This design comes from an exercise in tuning for small area, a short achievable clock period and few clock cycles on the open sky130 flow, not from production work.
Function was checked by simulation only, so behaviour that the tests miss may differ from the original.
Power figures rest on the tool's default switching activity, not on a simulated workload.

==> flow/design.v <==
module idcodec_core (
    input             clk,
    input             rst,
    input             in_valid,
    output            in_ready,
    input      [2:0]  in_op,
    input      [63:0] in_data,
    output            dig_valid,
    output     [7:0]  dig_data,
    output            resp_valid,
    output     [63:0] resp_value,
    output            resp_ovf,
    output     [6:0]  resp_len
);
    localparam OP_SETCFG  = 3'd1;
    localparam OP_SETPERM = 3'd2;
    localparam OP_ENC     = 3'd3;
    localparam OP_DIGIT   = 3'd4;
    localparam OP_DEC     = 3'd5;
    localparam LD_IDLE = 2'd0;
    localparam LD_I2D  = 2'd1;
    localparam LD_PAD  = 2'd2;
    localparam LD_WAIT = 2'd3;
    integer i;
    reg         rdy_r;
    reg         cmd_v;
    reg  [2:0]  cmd_op;
    reg  [63:0] cmd_data;
    wire acc_now = in_valid & rdy_r & ~rst;
    always @(posedge clk) begin
        cmd_v    <= acc_now;
        cmd_op   <= in_op;
        cmd_data <= in_data;
    end
    wire c_cfg  = cmd_v & (cmd_op == OP_SETCFG);
    wire c_perm = cmd_v & (cmd_op == OP_SETPERM);
    wire c_enc  = cmd_v & ~rst & (cmd_op == OP_ENC);
    wire c_dig  = cmd_v & ~rst & (cmd_op == OP_DIGIT);
    wire c_dec  = cmd_v & ~rst & (cmd_op == OP_DEC);
    reg [8:0]    base;
    reg [6:0]    minlen;
    reg [10:0]   base3;
    reg [2047:0] permf;
    always @(posedge clk) begin
        if (c_cfg) begin
            base   <= cmd_data[8:0];
            minlen <= cmd_data[22:16];
            base3  <= {2'b00, cmd_data[8:0]} + {1'b0, cmd_data[8:0], 1'b0};
        end
        for (i = 0; i < 256; i = i + 1)
            if (c_perm && cmd_data[7:0] == i)
                permf[8*i +: 8] <= cmd_data[15:8];
    end
    wire [9:0] base2 = {base, 1'b0};
    reg [255:0] vmask;
    always @(*) begin
        for (i = 0; i < 256; i = i + 1)
            vmask[i] = (base > i);
    end
    reg [255:0] bk0;
    reg [255:0] bk1;
    wire [5:0] ra;                        
    wire       ra_e  = ra[0];
    wire [4:0] ra_r  = ra[5:1];
    wire [4:0] ra_r1 = ra[5:1] + 5'd1;
    wire [4:0] b0p_row = ra_e ? ra_r1 : ra_r;
    wire [7:0] b0p = bk0[8*b0p_row +: 8];
    wire [7:0] b1p = bk1[8*ra_r +: 8];
    wire [7:0] b0q = bk0[8*ra_r1 +: 8];
    wire [7:0] b1q = bk1[8*ra_r1 +: 8];
    wire [7:0] rx0  = ra_e ? b1p : b0p;   
    wire [7:0] rx1  = ra_e ? b0p : b1p;   
    wire [7:0] rxl  = ra_e ? b1q : b0q;   
    reg        w0_en, w1_en;
    reg  [4:0] w0_row, w1_row;
    reg  [7:0] w0_dat, w1_dat;
    always @(posedge clk) begin
        for (i = 0; i < 32; i = i + 1) begin
            if (w0_en && w0_row == i) bk0[8*i +: 8] <= w0_dat;
            if (w1_en && w1_row == i) bk1[8*i +: 8] <= w1_dat;
        end
    end
    reg        eng_run;
    reg        fwd;
    reg  [6:0] en_n;
    reg  [6:0] nm1;           
    reg  [6:0] nms1;          
    reg  [5:0] rd;
    reg  [1:0] gprev;
    reg        st_end, st_pre;
    reg  [1:0] st_pc;
    reg  [6:0] st_j, st_r;
    reg  [1:0] s2_g;
    reg  [5:0] s2_w;
    reg  [7:0] s2_v0, s2_v1;
    reg        s2_p0, s2_p1, s2_f0, s2_f1;
    reg  [7:0] carry;
    function [17:0] adv;
        input       e;
        input       pre;
        input [1:0] pc;
        input [6:0] j;
        input [6:0] r;
        input [6:0] nm1_f;
        input [6:0] nms1_f;
        begin
            adv = {e, pre, pc, j, r};
            if (!e) begin
                if (pre) begin
                    if (pc == 2'd1) adv = {1'b0, 1'b0, 2'd0, 7'd0, 7'd0};
                    else            adv = {1'b0, 1'b1, pc - 2'd1, j, r};
                end else if (j == nm1_f && r == nm1_f) begin
                    adv = {1'b1, 1'b0, 2'd0, j, r};
                end else if (j == nms1_f) begin
                    adv = {1'b0, 1'b0, 2'd0, 7'd0, r + 7'd1};
                end else begin
                    adv = {1'b0, 1'b0, 2'd0, j + 7'd1, r};
                end
            end
        end
    endfunction
    wire [17:0] st1 = adv(st_end, st_pre, st_pc, st_j, st_r, nm1, nms1);
    wire [17:0] st2 = adv(st1[17], st1[16], st1[15:14], st1[13:7], st1[6:0], nm1, nms1);
    wire e0 = st_end;
    wire e1 = st1[17];
    wire pass0 = st_pre | (st_j > nm1);
    wire pass1 = st1[16] | (st1[13:7] > nm1);
    wire first0 = ~st_pre & (st_j == 7'd0);
    wire first1 = ~st1[16] & (st1[13:7] == 7'd0);
    wire last0 = ~st_pre & (st_j == nm1);
    wire last1 = ~st1[16] & (st1[13:7] == nm1);
    wire la0 = ~fwd & ~pass0 & ~last0;
    wire la1 = ~fwd & ~pass1 & ~last1;
    wire [7:0] need2 = {6'd0, gprev} + 8'd2 + {7'd0, la1};
    wire [7:0] need1 = {6'd0, gprev} + 8'd1 + {7'd0, la0};
    wire ok2 = eng_run & ~e1 & (need2 <= {1'b0, en_n});
    wire ok1 = eng_run & ~e0 & (need1 <= {1'b0, en_n});
    wire [1:0] g = ok2 ? 2'd2 : ok1 ? 2'd1 : 2'd0;
    reg [7:0] pl0, pl1;
    always @(*) begin
        pl0 = 8'd0;
        pl1 = 8'd0;
        for (i = 0; i < 256; i = i + 1) begin
            pl0 = pl0 | (permf[8*i +: 8] & {8{rx0 == i}});
            pl1 = pl1 | (permf[8*i +: 8] & {8{rx1 == i}});
        end
    end
    wire [7:0] sb0 = last0 ? 8'd0 : rx1;
    wire [7:0] sb1 = last1 ? 8'd0 : rxl;
    wire [8:0] df0 = {1'b0, rx0} - {1'b0, sb0};
    wire [8:0] df1 = {1'b0, rx1} - {1'b0, sb1};
    wire [8:0] dm0 = df0[8] ? df0 + base : df0;
    wire [8:0] dm1 = df1[8] ? df1 + base : df1;
    wire [7:0] v0_n = pass0 ? rx0 : fwd ? pl0 : dm0[7:0];
    wire [7:0] v1_n = pass1 ? rx1 : fwd ? pl1 : dm1[7:0];
    wire [7:0] cin0 = s2_f0 ? 8'd0 : carry;
    wire [8:0] t0   = {1'b0, cin0} + {1'b0, s2_v0};
    wire [9:0] t0m  = {1'b0, t0} - {1'b0, base};
    wire [7:0] sum0 = t0m[9] ? t0[7:0] : t0m[7:0];
    wire [9:0] t1   = {2'b0, cin0} + {2'b0, s2_v0} + {2'b0, s2_v1};
    wire [10:0] t1a = {1'b0, t1} - {2'b0, base};
    wire [10:0] t1b = {1'b0, t1} - {1'b0, base2};
    wire [7:0] sum1 = s2_f1 ? s2_v1 : (~t1b[10] ? t1b[7:0] : ~t1a[10] ? t1a[7:0] : t1[7:0]);
    reg [7:0] iv0, iv1;
    always @(*) begin
        iv0 = 8'd0;
        iv1 = 8'd0;
        for (i = 0; i < 256; i = i + 1) begin
            iv0 = iv0 | ({8{vmask[i] && permf[8*i +: 8] == s2_v0}} & i[7:0]);
            iv1 = iv1 | ({8{vmask[i] && permf[8*i +: 8] == s2_v1}} & i[7:0]);
        end
    end
    wire [7:0] o0 = s2_p0 ? s2_v0 : fwd ? sum0 : iv0;
    wire [7:0] o1 = s2_p1 ? s2_v1 : fwd ? sum1 : iv1;
    reg  [1:0]  ld_st;
    reg  [5:0]  lp;           
    reg  [6:0]  cnt;          
    reg         pend;         
    reg  [63:0] q;
    reg  [7:0]  rem;
    reg  [3:0]  tn;           
    reg  [3:0]  cur_nib;
    reg         found;
    reg  [3:0]  ntop;
    reg  [3:0]  fnib;
    reg         dv;
    reg  [7:0]  dd;
    wire [9:0]  x1   = {rem, cur_nib[3:2]};
    wire [11:0] x1a  = {2'b0, x1} - {3'b0, base};
    wire [11:0] x1b  = {2'b0, x1} - {2'b0, base2};
    wire [11:0] x1c  = {2'b0, x1} - {1'b0, base3};
    wire [1:0]  qh   = ~x1c[11] ? 2'd3 : ~x1b[11] ? 2'd2 : ~x1a[11] ? 2'd1 : 2'd0;
    wire [7:0]  r1   = ~x1c[11] ? x1c[7:0] : ~x1b[11] ? x1b[7:0] : ~x1a[11] ? x1a[7:0] : x1[7:0];
    wire [9:0]  x2   = {r1, cur_nib[1:0]};
    wire [11:0] x2a  = {2'b0, x2} - {3'b0, base};
    wire [11:0] x2b  = {2'b0, x2} - {2'b0, base2};
    wire [11:0] x2c  = {2'b0, x2} - {1'b0, base3};
    wire [1:0]  ql   = ~x2c[11] ? 2'd3 : ~x2b[11] ? 2'd2 : ~x2a[11] ? 2'd1 : 2'd0;
    wire [7:0]  r2   = ~x2c[11] ? x2c[7:0] : ~x2b[11] ? x2b[7:0] : ~x2a[11] ? x2a[7:0] : x2[7:0];
    wire [3:0]  qn   = {qh, ql};
    wire [3:0]  q_prev_nib = q[4*(tn - 4'd1) +: 4];
    reg  [3:0]  v_top;
    reg         v_nz;
    always @(*) begin
        v_top = 4'd0;
        v_nz  = 1'b0;
        for (i = 0; i < 16; i = i + 1)
            if (cmd_data[4*i +: 4] != 4'd0) begin
                v_top = i;
                v_nz  = 1'b1;
            end
    end
    wire [3:0] v_top_nib = cmd_data[4*v_top +: 4];
    reg         o_busy;
    reg         o_fwd;
    reg  [6:0]  o_n;
    reg  [6:0]  o_cnt;
    reg  [5:0]  o_F;
    reg  [5:0]  o_off;
    reg  [1:0]  o_ph;         
    reg  [7:0]  dreg;
    reg  [68:0] treg;
    reg  [63:0] acc;
    reg         ovf;
    reg         dig_v_r;
    reg  [7:0]  dig_d_r;
    reg         resp_v_r;
    reg  [6:0]  resp_len_r;
    wire [5:0] o_addr = o_F + o_off;
    wire [5:0] o_nm1  = o_n[5:0] - 6'd1;
    wire [5:0] o_off_inc = (o_off == o_nm1) ? 6'd0 : o_off + 6'd1;
    wire [5:0] o_off_dec = (o_off == 6'd0) ? o_nm1 : o_off - 6'd1;
    assign ra = eng_run ? rd : o_addr;
    wire        mph  = (o_ph == 2'd2);
    wire [4:0]  mop  = mph ? {1'b0, base[3:0]} : base[8:4];
    wire [72:0] yop  = mph ? {treg, dreg[3:0]} : {69'd0, dreg[7:4]};
    wire [73:0] mres = acc * mop + yop;
    wire space_ok = ~o_busy | ({1'b0, cnt} + 8'd1 <= 8'd64 - {1'b0, o_n});
    reg  [6:0] st_n;         
    reg        start_now;
    reg        start_fwd;
    reg  [1:0] s_mod;
    reg  [1:0] pre_n;
    always @(*) begin
        start_fwd = (ld_st == LD_WAIT);
        start_now = ((ld_st == LD_WAIT) || pend) && !o_busy && !eng_run;
        st_n = cnt;
        s_mod = (cnt == 7'd1 || cnt == 7'd3) ? 2'd0 : (cnt == 7'd2) ? 2'd1 : 2'd3;
        if (start_fwd) pre_n = (cnt >= 7'd3) ? 2'd2 : 2'd0;
        else           pre_n = (cnt >= 7'd2) ? 2'd1 : 2'd0;
    end
    wire eng_done = eng_run && st_end && (s2_g == 2'd0);
    reg       ld_we;
    reg [5:0] ld_wa;
    reg [7:0] ld_wd;
    always @(*) begin
        ld_we = 1'b0;
        ld_wa = lp;
        ld_wd = cmd_data[7:0];
        if (c_dig) begin
            ld_we = 1'b1;
        end else if (dv && space_ok) begin
            ld_we = 1'b1;
            ld_wd = dd;
        end else if (ld_st == LD_PAD && !dv && cnt < minlen && space_ok) begin
            ld_we = 1'b1;
            ld_wd = 8'd0;
        end
    end
    always @(*) begin
        if (eng_run) begin
            w0_en  = s2_w[0] ? (s2_g == 2'd2) : (s2_g != 2'd0);
            w1_en  = s2_w[0] ? (s2_g != 2'd0) : (s2_g == 2'd2);
            w0_row = s2_w[0] ? s2_w[5:1] + 5'd1 : s2_w[5:1];
            w1_row = s2_w[5:1];
            w0_dat = s2_w[0] ? o1 : o0;
            w1_dat = s2_w[0] ? o0 : o1;
        end else begin
            w0_en  = ld_we & ~ld_wa[0];
            w1_en  = ld_we &  ld_wa[0];
            w0_row = ld_wa[5:1];
            w1_row = ld_wa[5:1];
            w0_dat = ld_wd;
            w1_dat = ld_wd;
        end
    end
    wire i2d_stall = dv & ~space_ok;
    always @(posedge clk) begin
        if (ld_we) begin
            lp  <= lp - 6'd1;
        end
        if (rst) begin
            ld_st <= LD_IDLE;
            cnt   <= 7'd0;
            pend  <= 1'b0;
            dv    <= 1'b0;
        end else begin
            if (ld_we) cnt <= cnt + 7'd1;
            if (ld_we && !c_dig && dv) dv <= 1'b0;
            if (c_dec) pend <= 1'b1;
            case (ld_st)
                LD_IDLE: begin
                    if (c_enc) begin
                        q       <= cmd_data;
                        tn      <= v_top;
                        cur_nib <= v_top_nib;
                        rem     <= 8'd0;
                        found   <= 1'b0;
                        ld_st   <= v_nz ? LD_I2D : LD_PAD;
                    end
                end
                LD_I2D: begin
                    if (!i2d_stall) begin
                        for (i = 0; i < 16; i = i + 1)
                            if (tn == i) q[4*i +: 4] <= qn;
                        if (!found && qn != 4'd0) begin
                            found <= 1'b1;
                            ntop  <= tn;
                            fnib  <= qn;
                        end
                        if (tn != 4'd0) begin
                            tn      <= tn - 4'd1;
                            cur_nib <= q_prev_nib;
                            rem     <= r2;
                        end else begin
                            dv  <= 1'b1;
                            dd  <= r2;
                            rem <= 8'd0;
                            found <= 1'b0;
                            if (found) begin
                                tn      <= ntop;
                                cur_nib <= fnib;
                            end else if (qn != 4'd0) begin
                                tn      <= 4'd0;
                                cur_nib <= qn;
                            end else begin
                                ld_st <= LD_PAD;
                            end
                        end
                    end
                end
                LD_PAD: begin
                    if (!dv && !(ld_we) && cnt >= minlen)
                        ld_st <= LD_WAIT;
                end
                default: ;
            endcase
            if (start_now) begin
                ld_st <= LD_IDLE;
                pend  <= 1'b0;
                cnt   <= 7'd0;
            end
        end
        if (rst) begin
            eng_run <= 1'b0;
            s2_g    <= 2'd0;
        end else if (start_now && cnt != 7'd0) begin
            eng_run <= 1'b1;
            fwd     <= start_fwd;
            en_n    <= st_n;
            nm1     <= st_n - 7'd1;
            nms1    <= st_n - 7'd1 + {5'd0, s_mod};
            rd      <= lp + 6'd1;
            gprev   <= 2'd0;
            s2_g    <= 2'd0;
            carry   <= 8'd0;
            st_end  <= 1'b0;
            st_pre  <= (pre_n != 2'd0);
            st_pc   <= pre_n;
            st_j    <= 7'd0;
            st_r    <= 7'd0;
        end else if (eng_run) begin
            s2_g  <= g;
            s2_w  <= rd + en_n[5:0];
            s2_v0 <= v0_n;
            s2_v1 <= v1_n;
            s2_p0 <= pass0;
            s2_p1 <= pass1;
            s2_f0 <= first0;
            s2_f1 <= first1;
            gprev <= g;
            rd    <= rd + {4'd0, g};
            if (g == 2'd2)
                {st_end, st_pre, st_pc, st_j, st_r} <= st2;
            else if (g == 2'd1)
                {st_end, st_pre, st_pc, st_j, st_r} <= st1;
            if (s2_g == 2'd2)      carry <= sum1;
            else if (s2_g == 2'd1) carry <= sum0;
            if (eng_done) begin
                eng_run <= 1'b0;
                lp      <= rd - 6'd1;
            end
        end
        dig_v_r  <= 1'b0;
        resp_v_r <= 1'b0;
        if (rst) begin
            o_busy <= 1'b0;
        end else if (eng_done) begin
            o_busy <= 1'b1;
            o_fwd  <= fwd;
            o_n    <= en_n;
            o_cnt  <= en_n;
            o_F    <= rd;
            o_off  <= (en_n == 7'd1) ? 6'd0 : 6'd1;
            o_ph   <= 2'd0;
            acc    <= 64'd0;
            ovf    <= 1'b0;
        end else if (start_now && cnt == 7'd0) begin
            acc        <= 64'd0;
            ovf        <= 1'b0;
            resp_v_r   <= 1'b1;
            resp_len_r <= 7'd0;
        end else if (o_busy) begin
            if (o_fwd) begin
                dig_v_r <= 1'b1;
                dig_d_r <= rx0;
                o_off   <= o_off_inc;
                o_cnt   <= o_cnt - 7'd1;
                if (o_cnt == 7'd1) begin
                    o_busy     <= 1'b0;
                    resp_v_r   <= 1'b1;
                    resp_len_r <= o_n;
                end
            end else begin
                case (o_ph)
                    2'd0: begin
                        dreg  <= rx0;
                        o_off <= o_off_dec;
                        o_ph  <= 2'd1;
                    end
                    2'd1: begin
                        treg <= mres[68:0];
                        o_ph <= 2'd2;
                    end
                    default: begin
                        acc   <= mres[63:0];
                        ovf   <= ovf | (mres[73:64] != 10'd0);
                        o_cnt <= o_cnt - 7'd1;
                        dreg  <= rx0;
                        o_off <= o_off_dec;
                        o_ph  <= 2'd1;
                        if (o_cnt == 7'd1) begin
                            o_busy     <= 1'b0;
                            resp_v_r   <= 1'b1;
                            resp_len_r <= o_n;
                        end
                    end
                endcase
            end
        end
    end
    wire big_now = acc_now & ((in_op == OP_ENC) | (in_op == OP_DEC));
    wire dig_now = acc_now & (in_op == OP_DIGIT);
    wire ld_idle_n = (ld_st == LD_IDLE && !c_enc) || start_now;
    wire pend_n    = (pend || c_dec) && !start_now;
    wire eng_n     = (eng_run && !eng_done) || (start_now && cnt != 7'd0);
    wire [6:0] cnt_n = start_now ? 7'd0 : (cnt + {6'd0, ld_we});
    wire o_busy_n  = o_busy || eng_done;
    wire [6:0] o_n_n = eng_done ? en_n : o_n;
    wire space_n   = ~o_busy_n | ({1'b0, cnt_n} + {7'd0, dig_now} + 8'd1 <= 8'd64 - {1'b0, o_n_n});
    always @(posedge clk) begin
        if (rst)
            rdy_r <= 1'b1;
        else
            rdy_r <= ld_idle_n && !pend_n && !eng_n && !big_now && !c_enc && !c_dec && space_n;
    end
    assign in_ready   = rdy_r;
    assign dig_valid  = dig_v_r;
    assign dig_data   = dig_d_r;
    assign resp_valid = resp_v_r;
    assign resp_value = acc;
    assign resp_ovf   = ovf;
    assign resp_len   = resp_len_r;
endmodule
==> flow/run.sh <==
#!/bin/bash
# synth_recipe.tcl (not shown) runs the flow's synth.tcl, then flattens the netlist and writes it again
# the make line also repeats each setting of config.mk as NAME=value (left out here)
make -C /OpenROAD-flow-scripts/flow DESIGN_CONFIG=/design/flow/config.mk WORK_HOME=/design/flow/orfs CLKGATE_MAP_FILE= SYNTH_SCRIPT=/design/flow/synth_recipe.tcl finish
==> flow/config.mk <==
export PLATFORM = sky130hd
export DESIGN_NAME = idcodec_core
export DESIGN_NICKNAME = idcodec_core
export VERILOG_FILES = /design/flow/design.v
export SDC_FILE = /design/flow/constraint.sdc
export NUM_CORES = 8
export LEC_CHECK = 0
export CAP_MARGIN = 20
export CORE_MARGIN = 2
export CORE_UTILIZATION = 40
export SLEW_MARGIN = 20
==> flow/constraint.sdc <==
create_clock -name core_clock -period 12.0 [get_ports {clk}]
set_input_delay 2.4000 -clock core_clock [delete_from_list [all_inputs] [get_ports {clk}]]
set_output_delay 2.4000 -clock core_clock [all_outputs]
set_load 0.01 [all_outputs]
==> run notes <==
worst min path at each step:
stage,startpoint,end
floorplan,tn[2],ntop[2]
global placement,cmd_data[12],permf[572]
detailed placement,cmd_data[12],permf[900]
CTS,cmd_data[12],permf[572]
through the flow:
stage | setup WS, ps | std cells | hold WS (ps)
after CTS | 1830 | 29100 | 521
after detailed placement | 1890 | 28400 | 506
after global placement | 1800 | 28400 | 483
after floorplan | 3770 | 21400 | 424
routing by layer:
metal / global-route usage, % / overflow
met5: 83.6 / 606
met4: 96.7 / 6402
met3: 94.6 / 6047
met2: 116 / 22700
met1: 99.4 / 8791
power groups by stage:
stage	clock network, W	registers [W]	logic, W
after floorplan	0	0.0124	0.00246
after global placement	0	0.0124	0.00449
after detailed placement	0	0.0124	0.00452
after CTS	0.0115	0.0122	0.00454
logic make-up after synthesis:
kind of cell	Yosys count
xor+xnor	4354
simple gates	8315
fa+ha+maj	607
compound gates	2512
mux	405
flops	3043
buf+inv	2209
==> impl_metrics.json <==
{
  "status": "aborted with a tool error",
  "haltStage": "5_1_grt",
  "error_line": "[ERROR GRT-0116] Global routing finished with congestion. Check the congestion regions in the DRC Viewer.",
  "place_congestion": 1.91,
  "yosysSeqAreaShare_pct": 42.0,
  "synth.avg_cell_area_um2": 10.0,
  "place_area_mm2": 0.234,
  "synthSimpleGateAreaFrac_pct": 20.5,
  "postCtsSetupRepairBufs": 0,
  "ios": 153,
  "numPortBuffers": 152,
  "synthMuxAreaShare_pct": 2.37,
  "overflow": 44600,
  "synth_edf_count": 2951,
  "synth.top_cells.by_area": "edfxtp_1 41%, xnor2_1 9.9%, xor2_1 7.8%",
  "yosysWarningCount": 1,
  "yosysTopAreaCellShare_pct": 41.2,
  "root_buffer": "clkbuf_16",
  "htreeDepth": 5,
  "ys_types": 117,
  "hold_buffers": 0,
  "cts.sinks": 3043,
  "synth_common_cells": "2951 x edfxtp_1, 2424 x xnor2_1, 2244 x nand3_1",
  "synth_top_family_by_area": "simple AND/OR/NAND/NOR gates",
  "cts_made_buffers": 360,
  "grt_pass1_wl_um": 3680000,
  "yosysMostFrequentCell": "edfxtp_1",
  "synth_fa_ha_area_share_pct": 4.51,
  "synth_xor_area_share_pct": 17.7,
  "ys_ff_latch": 3043,
  "dp_hpwl_um": 1970000,
  "initial_utilization_pct": 40.1,
  "syn-instance-count": 21400,
  "die_width_um": 737,
  "synth_area_leader_cell": "edfxtp_1",
  "grt_max_degree": 141,
  "clockBufferDepth": 4,
  "row_count": 269,
  "synthFlopType": "edfxtp_1",
  "cts_resized": 0,
  "grt.total_usage_pct": 102,
  "die_h_um": 737,
  "syn_nets": 22100,
  "postSynth.asyncResetShare_pct": 0,
  "grt_pass1_vias": 288000,
  "synth_compound_area_share_pct": 8.59,
  "synth_area_mm2": 0.215
}
Testbench counts, summed over its fixed seeds: cycles 94,076.
